Context: an optimization exercise on an open-source flow, tuned for small area and a short achievable clock period. The choices shown serve that exercise and are no tape-out recipe.
Only simulation tests tie the RTL to the original design; equivalence was not proved.
The clock port is modelled as an ideal driver; clocking choices that lean on that would not hold on a real chip.

## old
// fixed_point_field_packer
module fixed_point_field_packer #(
    parameter W_REGION = 4
) (
    input  wire                clk,
    input  wire                rst,           
    input  wire                req_valid,
    input  wire [31:0]         cmd,
    input  wire [63:0]         a,
    input  wire [63:0]         b,
    input  wire [63:0]         f_pt,
    input  wire [63:0]         f_eta,
    input  wire [63:0]         f_phi,
    input  wire [63:0]         f_hoe,
    input  wire [63:0]         f_hoeflag,
    input  wire [63:0]         f_iso,
    input  wire [63:0]         f_isoflag,
    input  wire [63:0]         f_fb,
    input  wire [63:0]         f_timing,
    input  wire [63:0]         f_shapeflag,
    input  wire [63:0]         f_brems,
    input  wire [W_REGION-1:0] f_region,
    output reg                 rsp_valid,
    output reg                 o_illegal,
    output wire [63:0]         o_word,
    output wire [W_REGION-1:0] o_region,
    output wire [64:0]         o_ival,
    output reg                 o_sign,
    output wire [63:0]         o_mag,
    output wire                o_ok,
    output wire [31:0]         o_fval,
    output wire [11:0]         d_pt,
    output wire [31:0]         d_ptfloat,
    output wire [15:0]         d_eta,
    output wire [15:0]         d_phi,
    output wire [15:0]         d_etatc,
    output wire [15:0]         d_phitc,
    output wire                d_etasign,
    output wire                d_phisign,
    output wire [6:0]          d_etamag,
    output wire [5:0]          d_phimag,
    output wire [3:0]          d_hoe,
    output wire [1:0]          d_hoeflag,
    output wire [2:0]          d_iso,
    output wire [1:0]          d_isoflag,
    output wire [5:0]          d_fb,
    output wire [4:0]          d_timing,
    output wire [1:0]          d_shapeflag,
    output wire [1:0]          d_brems,
    output wire                d_isostandalone,
    output wire                d_isoloosetrack,
    output wire                d_shapestandalone,
    output wire                d_shapeloosetrack,
    output wire [W_REGION-1:0] d_region,
    output wire [31:0]         e_hwpt,
    output wire [15:0]         e_hweta,
    output wire [15:0]         e_hwphi,
    output wire                e_isembigger,
    output wire [2:0]          e_hoecode,
    output wire [31:0]         e_hwempt
);
For scale: roughly 5000 cells after synthesis, about 0.027 mm^2 of cells after synthesis.
Settings: LEC_CHECK=0, ABC_AREA=1, CAP_MARGIN=20, CORE_AREA=2.3 2.72 431.02 429.76, DIE_AREA=0 0 433.33 433.33, PLACE_DENSITY=0.35, SLEW_MARGIN=20, TNS_END_PERCENT=20; clock period 180.0 ns.
standard.sh (not shown) runs the stock make flow with config.mk's settings and CLKGATE_MAP_FILE= SYNTH_SCRIPT=/design/flow/synth_recipe.tcl, a recipe that flattens the netlist after the stock synthesis.
==> flow/flow/run.sh <==
#!/bin/bash
# Own layout flow: the standard flow, except
#  - technology mapping by ABC without its blanket up-sizing (flow/abc_area.script),
#  - the smallest buffer cell on the input and output ports,
#  - timing repair aiming at a shorter period than the clock's, so that only
#    the critical paths get larger cells.
# Each tool's output goes to a log of its own in this folder.
set -euo pipefail
here=$(pwd)
margin=130
rm -rf "$here/scripts_own"
cp -r "$FLOW_HOME/scripts" "$here/scripts_own"
cp "$here/flow/abc_area.script" "$here/scripts_own/abc_area.script"
bash standard.sh SCRIPTS_DIR="$here/scripts_own" synth > "$here/synth.log" 2>&1
bash standard.sh "BUFFER_PORTS_ARGS=-buffer_cell sky130_fd_sc_hd__buf_1" \
    "SETUP_SLACK_MARGIN=$margin" "PRE_CTS_TCL=$here/flow/pre_cts.tcl" "POST_CTS_TCL=$here/flow/post_cts.tcl" finish > "$here/layout.log" 2>&1
==> flow/flow/abc_area.script <==
strash
dch
map -B 0.9
topo
stime -c
==> flow/flow/post_cts.tcl <==
set_max_fanout 10000 [current_design]
==> flow/flow/pre_cts.tcl <==
set_max_fanout 8 [current_design]
diff inputs: old => new
--- a/flow/design.v
+++ b/flow/design.v
@@ -1230,13 +1230,13 @@
     output wire [15:0]         e_hweta,
     output wire [15:0]         e_hwphi,
     output wire                e_isembigger,
     output wire [2:0]          e_hoecode,
     output wire [31:0]         e_hwempt
 );
-    localparam KDIV = 8;    
+    localparam KDIV = 6;    
     localparam OP_EXTU  = 5'h00, OP_EXTSM = 5'h01, OP_EXTTC = 5'h02,
                OP_PACKU = 5'h03, OP_SMENC = 5'h04, OP_SMDEC = 5'h05,
                OP_ENCPF = 5'h08, OP_ENCV1 = 5'h09, OP_ENCV2 = 5'h0A,
                OP_ENCV3 = 5'h0B, OP_DECPF = 5'h0C, OP_DECV1 = 5'h0D,
                OP_DECV2 = 5'h0E, OP_DECV3 = 5'h0F, OP_CHKPF = 5'h10,
                OP_CHKV1 = 5'h11, OP_CHKV2 = 5'h12, OP_CHKV3 = 5'h13,
### Flow results
Comparing new and old, the higher clock buffer instance count of the final layout was measured on old.
In the tables for new and old, number of detailed-route iterations in the first pass reads higher with old.
new vs old: distinct cell type count after synthesis up by a few percent
Changes observed in new relative to old: average footprint of a synthesized cell level.
Critical path data arrival time in new is 0.13 ns below old.
Of the two values seen for worst setup path endpoint, r_rem[5]$_DFF_P_ was produced by old and r_rem[6]$_DFF_P_ by new.
Maximum frequency of old is on par with new.
[new] placer congestion estimate rose 1.4% relative to old
The layout buffering overhead excluding clock cells was comparable across new and old.

separate check: timing with driven ports:
How much do the figures lean on ideal ports? The routed layouts below were timed once more, with nothing changed but the port constraints.
Step 1: set_driving_cell puts a clkbuf_16 on clk and a buf_2 on each other input, an assumption about the parent block.
Step 2 times the ports against the registers' clock, not the clock port: input delays grow and output delays shrink by t, the midpoint of the rising clock arrivals with the driver on.
Three values: ideal, step 1, step 2; two values: the first two.
run | t (ns) | setup slack, ns | latest minus earliest clock arrival (ns) | cell pins on the clock port's net
old | 0.534 | 131.040 / 131.053 / 130.519 | 0.034 / 0.034 | 1
new | 0.545 | 131.175 / 131.134 / 130.588 | 0.036 / 0.037 | 1
After both steps setup and hold are still met in every run listed. For new, which loses most, drivers alone change the setup slack by -0.041 ns; drivers and shift together by -0.587 ns.
